Background: an optimization exercise with open tools, aiming at a short achievable clock period and few clock cycles. Do not read the settings as production practice. In this exercise RTL edits were held to simulation tests only and were not proved equivalent to the original. No activity file was given, so power comes from the tool's default toggle rates.

$ cat flow/constraint.sdc
create_clock -name core_clock -period 13.0 [get_ports {clk}]
set_input_delay 2.6000 -clock core_clock [delete_from_list [all_inputs] [get_ports {clk}]]
set_output_delay 2.6000 -clock core_clock [all_outputs]
set_load 0.01 [all_outputs]
$ cat flow/config.mk
export PLATFORM = sky130hd
export DESIGN_NAME = icb
export DESIGN_NICKNAME = icb
export VERILOG_FILES = /design/flow/design.v
export SDC_FILE = /design/flow/constraint.sdc
export NUM_CORES = 8
export LEC_CHECK = 0
export CAP_MARGIN = 35
export CORE_MARGIN = 2
export CORE_UTILIZATION = 22
export PLACE_DENSITY = 0.45
export SLEW_MARGIN = 35
$ cat flow/design.v
module icb (
    input  wire        clk,
    input  wire        rst,
    input  wire        req_valid,
    output wire        req_ready,
    input  wire        req_we,
    input  wire [7:0]  req_addr,
    input  wire [63:0] req_wdata,
    output reg         rsp_valid,
    output reg  [63:0] rsp_rdata
);
    localparam [63:0] ID_VALUE = 64'h4943_4231_0000_0007;
    localparam [3:0] F_ILLEGAL = 4'd1;
    localparam [3:0] F_PRECOND = 4'd2;
    localparam [3:0] F_RANGE   = 4'd3;
    reg [63:0] xr [0:15];
    reg        st_err;
    reg [3:0]  st_code;
    reg [31:0] errcmd;
    reg        ready_q;
    reg        i_v;
    reg        i_we;
    reg [7:0]  i_addr;
    reg [63:0] i_data;
    assign req_ready = ready_q;
    always @(posedge clk) begin
        ready_q <= !rst;
        i_v     <= !rst && req_valid && ready_q;
        i_we    <= req_we;
        i_addr  <= req_addr;
        i_data  <= req_wdata;
    end
    reg        e_xw;             
    reg        e_cmd;            
    reg        e_clr;            
    reg        e_rd;             
    reg [3:0]  e_ra;             
    reg [4:0]  e_rsel;           
    reg [1:0]  e_pre;            
    reg [31:0] e_cw;             
    reg [15:0] e_wr;             
    reg        e_fitsu, e_fitss, e_extu, e_exts, e_insu, e_inss, e_pack, e_unpack, e_mov;
    reg [5:0]  e_l;
    reg [63:0] e_wmask;          
    reg [63:0] e_nwmask;         
    reg [63:0] e_smask;          
    reg [63:0] e_fmask;          
    reg [63:0] e_top;            
    reg [63:0] e_a, e_b;         
    reg [63:0] e_g2, e_g3, e_g4, e_g5;
    wire fu_a = ~|(e_a & e_nwmask);
    wire fs_a = ~|(e_a & e_smask) | &(e_a | ~e_smask);
    wire fu_b = ~|(e_b & e_nwmask);
    wire fs_b = ~|(e_b & e_smask) | &(e_b | ~e_smask);
    wire [63:0] ext_u    = (e_a >> e_l) & e_wmask;
    wire        ext_sign = |(e_a & e_top);
    wire [63:0] ext_s    = ext_u | (e_nwmask & {64{ext_sign}});
    wire [63:0] ins_res  = (e_a & ~e_fmask) | ((e_b << e_l) & e_fmask);
    wire pk_ok = ~|e_a[63:9] &
                 (~|e_b[63:4]  | &e_b[63:4])  &
                 (~|e_g2[63:4] | &e_g2[63:4]) &
                 (~|e_g3[63:4] | &e_g3[63:4]) &
                 ~|e_g4[63:4] & ~|e_g5[63:4];
    wire [63:0] pk_word = {32'd0, e_a[8:0], e_b[4:0], e_g2[4:0], e_g3[4:0],
                           e_g4[3:0], e_g5[3:0]};
    wire [63:0] up_f [0:7];
    assign up_f[0] = {55'd0, e_a[31:23]};
    assign up_f[1] = {{59{e_a[22]}}, e_a[22:18]};
    assign up_f[2] = {{59{e_a[17]}}, e_a[17:13]};
    assign up_f[3] = {{59{e_a[12]}}, e_a[12:8]};
    assign up_f[4] = {60'd0, e_a[7:4]};
    assign up_f[5] = {60'd0, e_a[3:0]};
    assign up_f[6] = 64'd0;
    assign up_f[7] = 64'd0;
    wire [63:0] res = ({64{e_fitsu}} & {63'd0, fu_a}) |
                      ({64{e_fitss}} & {63'd0, fs_a}) |
                      ({64{e_extu}}  & ext_u)         |
                      ({64{e_exts}}  & ext_s)         |
                      ({64{e_insu | e_inss}} & ins_res) |
                      ({64{e_pack}}  & pk_word)       |
                      ({64{e_mov}}   & e_a);
    wire range_flt = (e_insu & ~fu_b) | (e_inss & ~fs_b) | (e_pack & ~pk_ok);
    wire exec     = e_cmd && !st_err;
    wire exec_flt = exec && (e_pre != 2'd0 || range_flt);
    wire wr_ok    = e_xw || (exec && e_pre == 2'd0 && !range_flt);
    integer i;
    always @(posedge clk) begin
        for (i = 0; i < 16; i = i + 1) begin
            if (rst)
                xr[i] <= 64'd0;
            else if (wr_ok && e_wr[i])
                xr[i] <= e_unpack ? up_f[i % 8] : res;
        end
    end
    always @(posedge clk) begin
        if (rst) begin
            st_err  <= 1'b0;
            st_code <= 4'd0;
            errcmd  <= 32'd0;
        end else if (exec_flt) begin
            st_err  <= 1'b1;
            st_code <= (e_pre == 2'd1) ? F_ILLEGAL :
                       (e_pre == 2'd2) ? F_PRECOND : F_RANGE;
            errcmd  <= e_cw;
        end else if (e_clr) begin
            st_err  <= 1'b0;
            st_code <= 4'd0;
            errcmd  <= 32'd0;
        end
    end
    always @(posedge clk) begin
        rsp_valid <= !rst && e_rd;
        rsp_rdata <= ({64{e_rsel[0]}} & xr[e_ra]) |
                     ({64{e_rsel[1]}} & {56'd0, st_code, 3'd0, st_err}) |
                     ({64{e_rsel[2]}} & {32'd0, errcmd}) |
                     ({64{e_rsel[3]}} & ID_VALUE);
    end
    wire [31:0] c   = i_data[31:0];
    wire [3:0]  rd  = c[25:22];
    wire [3:0]  rs1 = c[21:18];
    wire [3:0]  rs2 = c[17:14];
    wire [6:0]  fw  = c[13:7];
    wire [6:0]  fl  = c[6:0];
    wire d_xw  = i_v &&  i_we && i_addr[7:4] == 4'd0;
    wire d_cmd = i_v &&  i_we && i_addr == 8'h10;
    wire d_clr = i_v &&  i_we && i_addr == 8'h11 && i_data[0];
    wire d_rd  = i_v && !i_we;
    wire is_fitsu  = (c & 32'hFC03_C07F) == 32'h0400_0000;
    wire is_fitss  = (c & 32'hFC03_C07F) == 32'h0800_0000;
    wire is_extu   = (c & 32'hFC03_C000) == 32'h0C00_0000;
    wire is_exts   = (c & 32'hFC03_C000) == 32'h1000_0000;
    wire is_insu   = (c & 32'hFC00_0000) == 32'h1400_0000;
    wire is_inss   = (c & 32'hFC00_0000) == 32'h1800_0000;
    wire is_pack   = (c & 32'hFC1F_FFFF) == 32'h8000_0000;
    wire is_unpack = (c & 32'hFDC3_FFFF) == 32'h8400_0000;
    wire is_bitfield = is_fitsu | is_fitss | is_extu | is_exts | is_insu | is_inss;
    wire legal       = ~|i_data[63:32] && (is_bitfield | is_pack | is_unpack);
    wire [7:0] span_end = {1'b0, fw} + {1'b0, fl};
    wire       span_ok  = (fw != 7'd0) && (fw <= 7'd64) && (span_end <= 8'd64);
    wire [1:0] d_pre = !legal ? 2'd1 : (is_bitfield && !span_ok) ? 2'd2 : 2'd0;
    wire       d_run = d_cmd && d_pre == 2'd0;
    wire [63:0] wmask = (fw >= 7'd64) ? {64{1'b1}} : ((64'd1 << fw) - 64'd1);
    wire [63:0] fmask = wmask << fl[5:0];
    wire [63:0] top   = fmask & ~{1'b0, fmask[63:1]};
    reg [15:0] d_wr;
    always @(*) begin
        d_wr = 16'd0;
        if (d_xw)
            d_wr[i_addr[3:0]] = 1'b1;
        else if (d_run && is_unpack)
            d_wr = rd[3] ? 16'h3F00 : 16'h003F;
        else if (d_run)
            d_wr[rd] = 1'b1;
    end
    function [63:0] fetch;
        input [3:0] k;
        begin
            if (e_wr[k])
                fetch = e_unpack ? up_f[k[2:0]] : res;
            else
                fetch = xr[k];
        end
    endfunction
    wire [3:0] pk_base = {rs1[3], 3'd0};
    wire [3:0] ib      = is_pack ? (pk_base | 4'd1) : rs2;
    always @(posedge clk) begin
        if (rst) begin
            e_xw  <= 1'b0;
            e_cmd <= 1'b0;
            e_clr <= 1'b0;
            e_rd  <= 1'b0;
            e_wr  <= 16'd0;
        end else begin
            e_xw  <= d_xw;
            e_cmd <= d_cmd;
            e_clr <= d_clr;
            e_rd  <= d_rd;
            e_wr  <= d_wr;
        end
        e_ra     <= i_addr[3:0];
        e_rsel   <= {1'b0, i_addr == 8'h13, i_addr == 8'h12, i_addr == 8'h11,
                     i_addr[7:4] == 4'd0};
        e_pre    <= d_pre;
        e_cw     <= c;
        e_fitsu  <= d_run && is_fitsu;
        e_fitss  <= d_run && is_fitss;
        e_extu   <= d_run && is_extu;
        e_exts   <= d_run && is_exts;
        e_insu   <= d_run && is_insu;
        e_inss   <= d_run && is_inss;
        e_pack   <= d_run && is_pack;
        e_unpack <= d_run && is_unpack;
        e_mov    <= d_xw;
        e_l      <= fl[5:0];
        e_wmask  <= wmask;
        e_nwmask <= ~wmask;
        e_smask  <= ~{1'b0, wmask[63:1]};
        e_fmask  <= fmask;
        e_top    <= top;
        e_a  <= d_xw ? i_data : fetch(rs1);
        e_b  <= fetch(ib);
        e_g2 <= fetch(pk_base | 4'd2);
        e_g3 <= fetch(pk_base | 4'd3);
        e_g4 <= fetch(pk_base | 4'd4);
        e_g5 <= fetch(pk_base | 4'd5);
    end
endmodule
$ cat flow/run.sh
#!/bin/bash
# synth_recipe.tcl (not shown) runs the flow's synth.tcl, then flattens the netlist and writes it again
# the make line also repeats each setting of config.mk as NAME=value (left out here)
make -C /OpenROAD-flow-scripts/flow DESIGN_CONFIG=/design/flow/config.mk WORK_HOME=/design/flow/orfs CLKGATE_MAP_FILE= SYNTH_SCRIPT=/design/flow/synth_recipe.tcl finish
==> results.txt <==
The run finished with no timing, DRC or antenna violations. The count of maximum capacitance violations was 0. Setup violations remaining at the end of the flow were counted as 0. TritonCTS built the clock tree. Data on the critical path is required at its endpoint by 13,810 ps. Post-route minimum period: 7064 ps. Transition time of the tightest slew-check pin: 1204 ps. Worst-skew pair later-pin latency: 1030 ps.

The detailed router finished its first iteration with 25,610 violations. The library cell used most frequently in the layout, excluding fill and tap cells, is sky130_fd_sc_hd__dfxtp_1. The worst setup path is launched from a register. The worst register-to-register path begins at e_a[9].

The fraction of final layout cells with drive strength greater than 1 works out to 0.1456. The hold violation total from the final report was 0. The synthesized design contains 1,909 register bits. In this run, CTS created clock tree buffers numbering 230. The count of buffers added on input and output ports is 141. Compared with the post-synthesis result, the final layout area differs by 17.89%. The worst IR drop on VDD is 0.0001261 V. Across all layers, the routed design uses 121,400 vias.

The Yosys step of the flow raised 2 warnings. The relative max-transition margin was 0.1974; the max-slew violation count was 0. The number of nets in the synthesized netlist is 12,420.

The number of buffers inserted to repair setup after CTS is 0. The die span in y was 695.4 um. Setup repair after global routing left no endpoint under its margin. For this run, the leading register cell type out of synthesis is sky130_fd_sc_hd__dfxtp_1. The clock tree skew after final layout was 133.5 ps; the area inside the core boundary was 475,500 um2. Adding up every negative setup slack in the final design gives 0 ps. The maximum fanout encountered on the critical timing path came out at 41. The total routing resource utilization after global routing is 0.3262. The tools report the count of mapped cells out of synthesis as 12,330. The average vias per placed instance came out at 6.487. In this run the worst hold path is classified as reg2reg. The async set or reset register ratio after synthesis was 0; the number of nets still failing antenna checks after routing was 0. The detail-routed net length per standard cell is 44.27 um, and the sequential area share after synthesis is 0.3641. The power density over the cells came out at 124.2 nW/um2. Entering global routing, the biggest net connects 181 pins. The top cell family by delay on the critical path was simple AND/OR/NAND/NOR gates. The register clock-pin slew on the reported worst setup and hold paths came out at 70 ps. At the end of routability-driven placement, the weighted congestion stood at 1.064. The critical path crosses 13 cells after its start point. The die covers 483,600 um2. The top cell type by total area after synthesis is sky130_fd_sc_hd__dfxtp_1. The critical path goes through buf_4 > nor4_2 > nand4_1 > nor4_2 > nand3_1 > o41a_1 > o31ai_4 > buf_6 > and2_4 > buf_4 > buf_4 > mux2i_1 > nor2_1.

Data on the critical path arrives at its endpoint at 7880 ps. The critical path's largest stage delay was 910 ps; the half-perimeter wire length after placement was 564.9 mm. The run gives 1,909 as the sink count of the clock tree. In this run, post-CTS hold repair placed 0 buffers. The DRC violations left is 0, and the depth of the worst hold-timing path is 2. The final layout net count was 12,120. Leaving out fill and tap cells, the most frequent cells in the layout are sky130_fd_sc_hd__dfxtp_1 (1,874), sky130_fd_sc_hd__nor2_1 (1,428), sky130_fd_sc_hd__nand2_1 (954), sky130_fd_sc_hd__mux2i_1 (818), sky130_fd_sc_hd__a22oi_1 (683). For the total iterations of the first detailed-routing run, the log shows 13.

The standby leakage power is 41.59 nW. The ratio of final minimum period to clock period is 0.5434, and the number of top-level pins is 142. The clock passes through at most 4 buffers. Row generation in the floorplan step produced 253 rows.

The area fraction of the dominant cell type after synthesis is 0.3621, and the total congestion overflow after global routing is 0. The cell sitting at the root of the clock tree is a sky130_fd_sc_hd__clkbuf_16. In this run, distinct cell masters in the synthesized netlist total 106. Via count of the first global-routing pass: 109,000.

The number of H-tree branching levels was 4. Area of the mapped netlist: 105,200 um2. The tools report the total power of the final layout as 0.01540 W. After synthesis, the mean cell area works out to 8.531 um2. The dominant cell type by count on the critical path was sky130_fd_sc_hd__buf_4. The number of gates given a new drive strength after cts came out at 0.

The number of antenna violations at the first check in global routing is 142, and the routed wire length is 828.7 mm. The number of enable-type register cells in the synthesized netlist is 7. The setup path with the least slack is of type reg2reg. Initial core utilization: 0.2212.

Critical hold path startpoint: e_cw[22]. The run gives 0.1416 GHz as the maximum clock frequency. From left edge to right edge, the die measures 695.4 um. On the critical path, the stage with the largest delay is an instance of sky130_fd_sc_hd__nor4_2.

For hold timing, the worst endpoint is errcmd[22]. Worst path buffer plus inverter count: 4. In the post-synthesis netlist, the biggest area contributors are sky130_fd_sc_hd__dfxtp_1 (36%), sky130_fd_sc_hd__mux2i_1 (7.8%), sky130_fd_sc_hd__nor2_1 (5.3%). Critical register-to-register path endpoint: xr[7][3].

The setup check on the worst reg-to-reg path leaves a slack of 5940 ps. The global-route wire length before repair came out at 1075 mm. Counting cells, the worst reg-to-reg path comes to 13.

Endpoint class of the critical path: a register.
==> state kept, by name (all words and copies together), names as in the netlist, 27 cells and up <==
name,flops
xr,1024
e_nwmask,63
rsp_rdata,64
e_g3,64
i_data,64
e_g2,64
e_g5,64
e_a,64
e_cw,27
e_wmask,64
e_g4,64
e_fmask,64
errcmd,32
e_top,63
e_b,64
==> cell type report <==
type	count	area, um2
multi-input cells	8974	62320
fillers	51710	351500
well taps	6375	7976
clock buffers	298	6558
flip-flops and latches	1909	38350
clock inverters	125	1369
diodes	130	325.3
inverters	162	618.1
repair buffers	748	6459
==> Yosys cell counts, drive strengths merged, types with 20 or more instances <==
library cell / count
dfxtp: 1902
nor2: 1479
nand2: 966
clkbuf: 870
mux2i: 823
a22oi: 683
a21oi: 606
o21ai: 552
a211oi: 509
buf: 413
a221oi: 305
nand3: 236
nand4: 219
a22o: 189
mux4: 177
mux2: 171
and2: 166
o22ai: 164
inv: 158
nand2b: 156
nor4: 137
nor3: 136
a222oi: 125
a31oi: 108
o211ai: 106
a221o: 79
o221ai: 74
a311oi: 73
o2111ai: 61
and3: 51
o21a: 50
nor2b: 42
a21o: 32
a2111oi: 31
o221a: 29
o31ai: 29
or2: 25
a211o: 21
a32oi: 20
o22a: 20
==> metrics by stage <==
| stage | util | instances | hold WS [ps] | cell area, um2 | setup slack (ps) |
|---|---|---|---|---|---|
| 2_1_floorplan | - | 12330 | 329.0 | 105200 | 8822 |
| 3_3_place_gp | 0.2408 | 18140 | 422.1 | 114500 | 5468 |
| 3_5_place_dp | 0.2428 | 18160 | 427.0 | 115500 | 6322 |
| 4_1_cts | 0.2595 | 18580 | 409.5 | 123400 | 6323 |
| 5_1_grt | 0.2603 | 18630 | 432.1 | 123700 | 6114 |
| 6_report | 0.2608 | 18720 | 409.5 | 124000 | 5936 |
==> worst max-delay path by stage <==
stage	from	end	slack, ps
after floorplan	i_data[11]	e_top[57]	8820
after global placement	e_a[9]	xr[8][42]	5470
after detailed placement	e_a[9]	xr[13][34]	6320
after CTS	e_a[9]	xr[7][3]	6320
after global routing	i_data[11]	e_top[57]	6110
final	e_a[9]	xr[7][3]	5940
==> worst reg2reg max path: stages (launching register included) <==
cell and delay (ps):
sky130_fd_sc_hd__dfxtp_1 300, sky130_fd_sc_hd__buf_4 300, sky130_fd_sc_hd__nor4_2 920, sky130_fd_sc_hd__nand4_1 660
sky130_fd_sc_hd__nor4_2 680, sky130_fd_sc_hd__nand3_1 150, sky130_fd_sc_hd__o41a_1 660, sky130_fd_sc_hd__o31ai_4 560
sky130_fd_sc_hd__buf_6 250, sky130_fd_sc_hd__and2_4 530, sky130_fd_sc_hd__buf_4 710, sky130_fd_sc_hd__buf_4 800
sky130_fd_sc_hd__mux2i_1 330, sky130_fd_sc_hd__nor2_1 60
==> kinds of logic after synthesis <==
| logic type | Yosys count | synth area share |
|---|---|---|
| mux | 1171 | 0.1345 |
| buf+inv | 1445 | 0.05970 |
| flops | 1909 | 0.3641 |
| fa+ha+maj | 20 | 0.002427 |
| compound gates | 4042 | 0.2765 |
| xor+xnor | 11 | 0.0009161 |
| simple gates | 3730 | 0.1619 |
==> power breakdown <==
group | switching [W] | total [W] | internal [W]
Sequential | 0.000254 | 0.00622 | 0.00597
Combinational | 0.00166 | 0.00222 | 0.000559
Clock | 0.00299 | 0.00696 | 0.00396
Total | 0.00491 | 0.0154 | 0.0105
==> routing by layer <==
metal	GRT usage	vias to the layer above	share of wire
met1	0.3975	59560	0.37
met2	0.4333	11950	0.38
met3	0.1474	3461	0.15
met5	0.005901	-	0.0010
met4	0.2682	64	0.10
li1	-	46410	-
Testbench counts, summed over its fixed seeds: cycles 32,040.

-- separate check: timing with driven ports --
Ports are ideal in the flow. The routed layout listed here was re-timed in OpenROAD. Step 1, drivers: a clkbuf_16 drives clk and a buf_2 each remaining input, both assumed. Step 2 times the ports against the registers' clock, not the clock port: input delays grow and output delays shrink by t, the midpoint of the rising clock arrivals with the driver on. a / b / c = ideal ports / drivers / drivers and shift; a / b = the first two.
t (ns): 1.099
setup slack, ns: 5.936 / 5.936 / 5.936
worst register clock-pin slew, ns: 0.07 / 0.07
After both steps setup and hold are still met in this run. The setup slack of this run moves by 0.000 ns with the drivers and by 0.000 ns with both steps.
